This is an optimization exercise on Yosys and OpenROAD, whose aim is small area, a short achievable clock period and few clock cycles, not a production implementation.
Only the layout flow was run in this run; the RTL was not checked for function there.
Power figures rest on the tool's default switching activity, not on a simulated workload.

--- flow/run.sh ---
#!/bin/bash
# synth_recipe.tcl (not shown) runs the flow's synth.tcl, then flattens the netlist and writes it again
# the make line also repeats each setting of config.mk as NAME=value (left out here)
make -C /OpenROAD-flow-scripts/flow DESIGN_CONFIG=/design/flow/config.mk WORK_HOME=/design/flow/orfs CLKGATE_MAP_FILE= SYNTH_SCRIPT=/design/flow/synth_recipe.tcl finish
--- flow/config.mk ---
export PLATFORM = sky130hd
export DESIGN_NAME = quic_walk
export DESIGN_NICKNAME = quic_walk
export VERILOG_FILES = /design/flow/design.v
export SDC_FILE = /design/flow/constraint.sdc
export NUM_CORES = 4
export LEC_CHECK = 0
export CAP_MARGIN = 20
export CORE_MARGIN = 2
export CORE_UTILIZATION = 40
export PLACE_DENSITY = 0.6
export SLEW_MARGIN = 20
--- flow/constraint.sdc ---
create_clock -name core_clock -period 8.0 [get_ports {clk}]
set_input_delay 1.6000 -clock core_clock [delete_from_list [all_inputs] [get_ports {clk}]]
set_output_delay 1.6000 -clock core_clock [all_outputs]
set_load 0.01 [all_outputs]
--- flow/design.v ---
module quic_walk (
    input  wire        clk,
    input  wire        rst,
    input  wire        in_valid,
    output wire        in_ready,
    input  wire [31:0] in_data,
    input  wire [2:0]  in_cnt,
    input  wire        in_last,
    output reg         frm_valid,
    output reg  [3:0]  frm_kind,
    output reg  [7:0]  frm_tag,
    output reg  [15:0] frm_off,
    output reg  [15:0] frm_len,
    output reg         done_valid,
    output reg  [7:0]  done_status,
    output reg  [7:0]  done_cause,
    output reg  [15:0] done_nfrm,
    output reg  [15:0] done_nbytes
);
    localparam [7:0] ST_OK         = 8'h00;
    localparam [7:0] ST_PARSE      = 8'h01;
    localparam [7:0] ST_TEXT       = 8'h04;
    localparam [7:0] EC_NONE       = 8'h00;
    localparam [7:0] EC_TRUNCATED  = 8'h02;
    localparam [7:0] EC_RESERVED   = 8'h03;
    localparam [7:0] EC_OVERSHOOT  = 8'h0B;
    localparam [7:0] EC_UTF8       = 8'h20;
    localparam [3:0] K_ACK    = 4'hC;
    localparam [3:0] K_STREAM = 4'hD;
    localparam [2:0] S_TAG  = 3'd0;   
    localparam [2:0] S_SKIP = 3'd1;   
    localparam [2:0] S_CCH  = 3'd2;   
    localparam [2:0] S_UTF  = 3'd3;   
    localparam [2:0] S_ACKH = 3'd4;   
    localparam [2:0] S_STL  = 3'd5;   
    localparam [2:0] S_SD0  = 3'd6;   
    localparam [2:0] S_ERR  = 3'd7;   
    reg        bv;
    reg [31:0] bdata;
    reg [2:0]  bcnt;
    reg        blast;
    reg [1:0]  bidx;
    reg        fin;      
    assign in_ready = !bv && !fin;
    wire       have_byte = bv && ({1'b0, bidx} < bcnt);
    wire       beat_end  = bv && ({1'b0, bidx} + 3'd1 >= bcnt);
    wire [7:0] b         = bdata[8*bidx +: 8];
    reg [2:0]  st;
    reg [15:0] pos;       
    reg [15:0] nfrm;      
    reg [15:0] fstart;    
    reg [7:0]  ftag;
    reg [16:0] cnt;       
    reg [2:0]  hidx;      
    reg [7:0]  hold;      
    reg [7:0]  err_status;
    reg [7:0]  err_cause;
    reg [1:0]  u_need;
    reg [7:0]  u_lo;
    reg [7:0]  u_hi;
    reg        u_bad;
    function [4:0] fixed_len;
        input [7:0] t;
        case (t)
            8'h01:   fixed_len = 5'd17;
            8'h03:   fixed_len = 5'd9;
            8'h04:   fixed_len = 5'd9;
            8'h05:   fixed_len = 5'd13;
            8'h06:   fixed_len = 5'd5;
            8'h09:   fixed_len = 5'd5;
            8'h0b:   fixed_len = 5'd15;
            default: fixed_len = 5'd1;
        endcase
    endfunction
    function [2:0] ack_width;
        input [1:0] c;
        case (c)
            2'd0:    ack_width = 3'd1;
            2'd1:    ack_width = 3'd2;
            default: ack_width = 3'd4;
        endcase
    endfunction
    function [2:0] sid_width;
        input [1:0] c;
        sid_width = {1'b0, c} + 3'd1;
    endfunction
    function [3:0] off_width;
        input [1:0] c;
        case (c)
            2'd0:    off_width = 4'd0;
            2'd1:    off_width = 4'd2;
            2'd2:    off_width = 4'd4;
            default: off_width = 4'd8;
        endcase
    endfunction
    function [3:0] kind_of;
        input [7:0] t;
        if ((t & 8'hE0) == 8'hA0)      kind_of = K_ACK;
        else if ((t & 8'hC0) == 8'hC0) kind_of = K_STREAM;
        else if (t <= 8'h0b)           kind_of = t[3:0];
        else                           kind_of = 4'h0;   
    endfunction
    wire        t_ack    = (b & 8'hE0) == 8'hA0;
    wire        t_stream = (b & 8'hC0) == 8'hC0;
    wire        t_resv   = (b[3:2] == 2'd2) || (b[1:0] == 2'd2);
    wire [4:0]  t_len    = fixed_len(b);
    wire [4:0]  t_hdr    = {1'b0, sid_width(b[1:0])} + {1'b0, off_width(b[3:2])};
    wire        a_n      = ftag[4];
    wire [2:0]  a_lw     = ack_width(ftag[3:2]);
    wire [2:0]  a_mw     = ack_width(ftag[1:0]);
    wire [7:0]  a_nb     = a_n ? hold : 8'd0;
    wire [7:0]  a_nts    = b;
    wire [15:0] a_blocks = a_nb * ({5'd0, a_mw} + 8'd1);
    wire [15:0] a_ts     = (a_nts == 8'd0) ? 16'd0 : 16'd5 + 16'd3 * ({8'd0, a_nts} - 16'd1);
    wire [16:0] a_rest   = {14'd0, a_lw} + 17'd2 + {14'd0, a_mw} + {1'b0, a_blocks} + {1'b0, a_ts};
    wire [16:0] s_rest   = {12'd0, sid_width(ftag[1:0])} + {13'd0, off_width(ftag[3:2])}
                           + {1'b0, hold, b};
    reg [1:0] u_need_n;
    reg [7:0] u_lo_n;
    reg [7:0] u_hi_n;
    reg       u_bad_n;
    always @* begin
        u_need_n = u_need;
        u_lo_n   = 8'h80;
        u_hi_n   = 8'hBF;
        u_bad_n  = u_bad;
        if (u_need == 2'd0) begin
            if (b <= 8'h7F) begin
                u_need_n = 2'd0;
            end else if (b >= 8'hC2 && b <= 8'hDF) begin
                u_need_n = 2'd1;
            end else if (b == 8'hE0) begin
                u_need_n = 2'd2;
                u_lo_n   = 8'hA0;
            end else if ((b >= 8'hE1 && b <= 8'hEC) || b == 8'hEE || b == 8'hEF) begin
                u_need_n = 2'd2;
            end else if (b == 8'hED) begin
                u_need_n = 2'd2;
                u_hi_n   = 8'h9F;
            end else if (b == 8'hF0) begin
                u_need_n = 2'd3;
                u_lo_n   = 8'h90;
            end else if (b >= 8'hF1 && b <= 8'hF3) begin
                u_need_n = 2'd3;
            end else if (b == 8'hF4) begin
                u_need_n = 2'd3;
                u_hi_n   = 8'h8F;
            end else begin
                u_bad_n  = 1'b1;
            end
        end else begin
            if (b < u_lo || b > u_hi)
                u_bad_n = 1'b1;
            u_need_n = u_need - 2'd1;
        end
    end
    always @(posedge clk) begin
        if (rst) begin
            bv          <= 1'b0;
            bdata       <= 32'd0;
            bcnt        <= 3'd0;
            blast       <= 1'b0;
            bidx        <= 2'd0;
            fin         <= 1'b0;
            st          <= S_TAG;
            pos         <= 16'd0;
            nfrm        <= 16'd0;
            fstart      <= 16'd0;
            ftag        <= 8'd0;
            cnt         <= 17'd0;
            hidx        <= 3'd0;
            hold        <= 8'd0;
            err_status  <= ST_OK;
            err_cause   <= EC_NONE;
            u_need      <= 2'd0;
            u_lo        <= 8'h80;
            u_hi        <= 8'hBF;
            u_bad       <= 1'b0;
            frm_valid   <= 1'b0;
            frm_kind    <= 4'd0;
            frm_tag     <= 8'd0;
            frm_off     <= 16'd0;
            frm_len     <= 16'd0;
            done_valid  <= 1'b0;
            done_status <= 8'd0;
            done_cause  <= 8'd0;
            done_nfrm   <= 16'd0;
            done_nbytes <= 16'd0;
        end else begin
            frm_valid  <= 1'b0;
            done_valid <= 1'b0;
            if (in_valid && in_ready) begin
                bv    <= 1'b1;
                bdata <= in_data;
                bcnt  <= in_cnt;
                blast <= in_last;
                bidx  <= 2'd0;
            end
            if (beat_end) begin
                bv <= 1'b0;
                if (blast)
                    fin <= 1'b1;
            end else if (have_byte) begin
                bidx <= bidx + 2'd1;
            end
            if (have_byte) begin
                pos <= pos + 16'd1;
                case (st)
                    S_TAG: begin
                        fstart <= pos;
                        ftag   <= b;
                        hidx   <= 3'd1;
                        if (t_ack) begin
                            if (t_resv) begin
                                err_status <= ST_PARSE;
                                err_cause  <= EC_RESERVED;
                                st         <= S_ERR;
                            end else begin
                                st <= S_ACKH;
                            end
                        end else if (t_stream) begin
                            if (b[4]) begin
                                st <= S_STL;
                            end else begin
                                cnt <= {12'd0, t_hdr};
                                st  <= S_SD0;
                            end
                        end else if (b == 8'h02) begin
                            st <= S_CCH;
                        end else if (t_len == 5'd1) begin
                            frm_valid <= 1'b1;
                            frm_kind  <= kind_of(b);
                            frm_tag   <= b;
                            frm_off   <= pos;
                            frm_len   <= 16'd1;
                            nfrm      <= nfrm + 16'd1;
                        end else begin
                            cnt <= {12'd0, t_len} - 17'd1;
                            st  <= S_SKIP;
                        end
                    end
                    S_SKIP: begin
                        cnt <= cnt - 17'd1;
                        if (cnt == 17'd1) begin
                            frm_valid <= 1'b1;
                            frm_kind  <= kind_of(ftag);
                            frm_tag   <= ftag;
                            frm_off   <= fstart;
                            frm_len   <= pos - fstart + 16'd1;
                            nfrm      <= nfrm + 16'd1;
                            st        <= S_TAG;
                        end
                    end
                    S_CCH: begin
                        hidx <= hidx + 3'd1;
                        if (hidx == 3'd5)
                            hold <= b;
                        if (hidx == 3'd6) begin
                            if ({hold, b} == 16'd0) begin
                                frm_valid <= 1'b1;
                                frm_kind  <= 4'h2;
                                frm_tag   <= ftag;
                                frm_off   <= fstart;
                                frm_len   <= 16'd7;
                                nfrm      <= nfrm + 16'd1;
                                st        <= S_TAG;
                            end else begin
                                cnt    <= {1'b0, hold, b};
                                u_need <= 2'd0;
                                u_lo   <= 8'h80;
                                u_hi   <= 8'hBF;
                                u_bad  <= 1'b0;
                                st     <= S_UTF;
                            end
                        end
                    end
                    S_UTF: begin
                        cnt    <= cnt - 17'd1;
                        u_need <= u_need_n;
                        u_lo   <= u_lo_n;
                        u_hi   <= u_hi_n;
                        u_bad  <= u_bad_n;
                        if (cnt == 17'd1) begin
                            if (u_bad_n || u_need_n != 2'd0) begin
                                err_status <= ST_TEXT;
                                err_cause  <= EC_UTF8;
                                st         <= S_ERR;
                            end else begin
                                frm_valid <= 1'b1;
                                frm_kind  <= 4'h2;
                                frm_tag   <= ftag;
                                frm_off   <= fstart;
                                frm_len   <= pos - fstart + 16'd1;
                                nfrm      <= nfrm + 16'd1;
                                st        <= S_TAG;
                            end
                        end
                    end
                    S_ACKH: begin
                        hidx <= hidx + 3'd1;
                        if (a_n && hidx == 3'd1) begin
                            hold <= b;
                        end else begin
                            cnt <= a_rest;
                            st  <= S_SKIP;
                        end
                    end
                    S_STL: begin
                        hidx <= hidx + 3'd1;
                        if (hidx == 3'd1) begin
                            hold <= b;
                        end else begin
                            cnt <= s_rest;
                            st  <= S_SKIP;
                        end
                    end
                    S_SD0: begin
                        if (cnt != 17'd0)
                            cnt <= cnt - 17'd1;
                    end
                    default: begin
                    end
                endcase
            end
            if (fin) begin
                fin         <= 1'b0;
                done_valid  <= 1'b1;
                done_nbytes <= pos;
                done_nfrm   <= nfrm;
                done_status <= ST_OK;
                done_cause  <= EC_NONE;
                case (st)
                    S_TAG: ;
                    S_SD0: begin
                        if (cnt == 17'd0) begin
                            frm_valid <= 1'b1;
                            frm_kind  <= K_STREAM;
                            frm_tag   <= ftag;
                            frm_off   <= fstart;
                            frm_len   <= pos - fstart;
                            done_nfrm <= nfrm + 16'd1;
                        end else begin
                            done_status <= ST_PARSE;
                            done_cause  <= EC_TRUNCATED;
                        end
                    end
                    S_CCH, S_ACKH, S_STL: begin
                        done_status <= ST_PARSE;
                        done_cause  <= EC_TRUNCATED;
                    end
                    S_SKIP, S_UTF: begin
                        done_status <= ST_PARSE;
                        done_cause  <= EC_OVERSHOOT;
                    end
                    default: begin
                        done_status <= err_status;
                        done_cause  <= err_cause;
                    end
                endcase
                st         <= S_TAG;
                pos        <= 16'd0;
                nfrm       <= 16'd0;
                err_status <= ST_OK;
                err_cause  <= EC_NONE;
            end
        end
    end
endmodule
==> run summary <==
Yosys cell counts, types with 11 or more instances:
| cell | n |
|---|---|
| nand2_1 | 275 |
| dfxtp_1 | 220 |
| nor2_1 | 175 |
| a21oi_1 | 144 |
| ha_1 | 103 |
| inv_1 | 86 |
| o21ai_0 | 77 |
| clkbuf_1 | 74 |
| xor2_1 | 60 |
| xnor2_1 | 50 |
| nand3_1 | 48 |
| nor3_1 | 44 |
| and3_1 | 38 |
| fa_1 | 33 |
| mux2i_1 | 33 |
| a211oi_1 | 29 |
| a22oi_1 | 28 |
| a221oi_1 | 21 |
| a21o_1 | 18 |
| a31oi_1 | 18 |
| nand4_1 | 17 |
| o2bb2ai_1 | 16 |
| buf_4 | 15 |
| and2_1 | 14 |
| nor2b_1 | 14 |
| buf_1 | 13 |
| buf_2 | 13 |
| nand2b_1 | 11 |
power groups by stage:
stage	Combinational [W]	Sequential, W	Clock [W]
4_1_cts	0.00144	0.00114	0.00129
3_3_place_gp	0.00141	0.00116	0
3_5_place_dp	0.00142	0.00116	0
6_report	0.00144	0.00114	0.00127
5_1_grt	0.00161	0.00114	0.00133
2_1_floorplan	0.00103	0.00116	0
layer usage:
layer / vias up / part of all wire (%) / global-route usage [%]
li1: 6687 / - / -
met1: 6516 / 48 / 33.88
met2: 421 / 44 / 37.48
met3: 73 / 5.5 / 3.114
met4: 0 / 2.5 / 6.266
met5: - / 0 / 0
per-stage QoR:
step	hold WS (ns)	power, W	utilization (%)	instance area [um^2]	setup slack, ns
2_1_floorplan	0.4331	0.002191	-	14940	1.440
3_3_place_gp	0.4389	0.002570	44.79	16400	0.9540
3_5_place_dp	0.4428	0.002586	44.79	16400	0.7876
4_1_cts	0.4507	0.003872	47.26	17300	0.7399
5_1_grt	0.4693	0.004084	47.27	17300	0.2594
6_report	0.4473	0.003845	47.27	17300	0.7083
path summary, 6_finish.rpt:
kind | from | endpoint | cells past startpoint
max reg2reg | bidx[1] | cnt[15] | 30
min reg2reg | done_nfrm[15] | done_nfrm[15] | 2
min | done_nfrm[15] | done_nfrm[15] | 2
max | bidx[1] | cnt[15] | 30
worst min-delay path, delay by kind of cell, from the launching register on:
kind | cells | cell delay (ns)
AOI/OAI and AO/OA | 1 | 0.05
and+or+nand+nor | 1 | 0.05
DFF | 1 | 0.31
layout make-up:
type | instances | area share (%)
Inverter | 87 | 1.887
Clock inverter | 10 | 1.012
Clock buffer | 35 | 4.194
Tap cell | 468 | 3.384
Multi-Input combinational cell | 1455 | 55.97
Sequential cell | 220 | 25.46
Timing Repair Buffer | 146 | 8.098
sequential cells by signal, indices dropped and copies added, names as in the netlist, 3 cells and up:
signal and cells:
bcnt 3, bdata 32, cnt 17, done_cause 4, done_nbytes 16, done_nfrm 16, frm_kind 4, frm_len 16
frm_off 16, frm_tag 8, fstart 16, ftag 8, hidx 3, hold 8, nfrm 16, pos 16
st 3
cell families (layout without fill, tap and decap cells):
logic type,Yosys count,in the layout
AND/OR/NAND/NOR,701,701
AO/OA/AOI/OAI,448,448
flip-flops,220,220
buffers and inverters,206,278
adder cells (fa/ha/maj),136,136
XOR/XNOR,110,110
multiplexers,42,42
other,2,18
==> run summary <==
* Status: finished clean
* CTS tree: done
* # IOs at 134
* PwrDens at 222.2 nW/um^2
* Setup repair bufs after CTS at 0
* Final setup vio count at 0
* Placer Congestion at 0.9307
* Initial antenna violation count at 0
* Iter 0 DRT Violations at 919
* Warnings from Yosys at 1
* Residual DRC at 0
* Mux contribution to synthesized area at 3.506%
* Final ANT Viol Nets at 0
* CTS Sinks at 220
* Antenna Cells at 0
* Clk_skew at 0.02224 ns
* Die Height at 196.9 um
* Share of layout cells above drive strength 1 at 5.581%
* Largest family of logic cells by synthesized area: simple AND/OR/NAND/NOR gates
* Final net count at 2111
* Area grow syn2layout at 16.28%
* RSZ-0062 raised after global routing: no
* Synth Area in Simple Gates at a little over a fifth
* Top cells by area, synth: dfxtp_1 (30%), ha_1 (8.7%), nand2_1 (6.9%)
* Post-synthesis sequential area ratio at a little under 30%
* Tcrit/Tclk final at 91.15%
* Ys flop type: dfxtp_1
* Min-delay worst type: reg -> reg
* Critical Path RT at between 8 and 9 ns
* CP endpoint kind: flop
* Register area at 4405 um^2
* Number of global-route vias before repair at 13290
* Post-synthesis xor/xnor area fraction at 6.474%
* Crit path buffers/inverters at 5
* Clk slew on worst S/H paths at 0.06 ns
* Seq pwr share at between 20% and 30%
* Port bufs at approximately 120
* Post-synth EDFFs at 0
* Pin count of the biggest net entering global routing at 78
* Die outline width at around 200 um
* Vias per inst at ~5.7
* CTS Buf Count at 26
* Slowest CP cell: dfxtp_1
* Clock power share at 33.0%
* Fin crit period at 7.292 ns
* Cell Int Power at 0.002476 W
* Mean Syn Cell Area at 7.980 um^2
* Depth of the CTS H-tree at 1
* Worst path arrival time at 7.70 ns
* CTS Buffer Depth at 3
* Clock Tree Root: clkbuf_16
* Top cell type by total area after synthesis: dfxtp_1
* Reg2reg setup slack at 0.71 ns
* Critical Path Most Common Cell: ha_1
* Core ar. at 36610 um^2
* First-pass GRT wire length at 73660 um
* Post-synthesis cell count at 1865
* Least-Margin Pin Slew at 1.154 ns
* First-pass DRT Iterations at 5
* Leading cell types in the layout, fill and taps excluded: nand2_1 (274), dfxtp_1 (219), nor2_1 (174)
* CP max stage delay at 0.63 ns
* Overflow after GRT at 0
* Initial Util at between 40% and 50%
* Most common library cell in the layout ignoring fill and taps: nand2_1
* Fmax at between 100 and 150 MHz
* CP delay by family, top: adder cells
* Routed wire length at ~46000 um
* Post-synth top area share at 29.59%
* Dpl cells at 2376
* Compound-cell area share of the yosys netlist at slightly below 20%
* Final setup TNS at 0 ns
* Logic pwr share at 37.4%
* Num rows at 70
* Die area at between 30000 and 40000 um^2
* WL per Instance at 19.07 um
* Switching share of power at between 30% and 40%
* Clock latency (worst-skew pair) at 0.56 ns
* Sw power at 0.001368 W
* Relative max-transition margin at 22.33%
* Netlist cell types at slightly above 80
* Routed vias at 13700
* Filler cells at roughly 3600
* Fin. Hold Viols at 0
* GR Util All Layers at 23.68%
* Startpoint Class: flop
* Post-Syn Area at 14880 um^2
* Asr flop ratio synth at 0%
* Synthesized flop and latch total at 220
* Resize count post-CTS at 0
* Max-cap violation count at 0
* Max VDD drop at roughly 170 uV
* Critical setup path kind: reg -> reg
* Post-synthesis adder-cell area fraction at between 10% and 20%
* Hold Buf Count CTS at 0
* Slew Viols, Final at 0
* Final cell count without fillers at 2421
* CP max FO at 11
* HPWL after DPL at 33820 um
* Pleak at 6.682 nW
* Area of the multi-input gates at 9684 um^2

-- afterwards: timing with drivers on the ports --
How much do the figures lean on ideal ports? The routed layout below was timed once more, with nothing changed but the port constraints.
Step 1 sets driving cells, clkbuf_16 on the clock port and buf_2 on the other inputs (assumed; they add their load-dependent delay and slew).
Step 2 times the ports against the registers' clock, not the clock port: input delays grow and output delays shrink by t, the midpoint of the rising clock arrivals with the driver on.
a / b / c = ideal / step 1 / step 2; a / b = the first two.
shift t [ns]: 0.600
setup WS [ns]: 0.708 / 0.708 / 0.708
pins driven straight from the clock port: 1
After both steps this run still meets setup and hold. For this run, drivers alone change the setup slack by 0.000 ns; drivers and shift together by 0.000 ns.
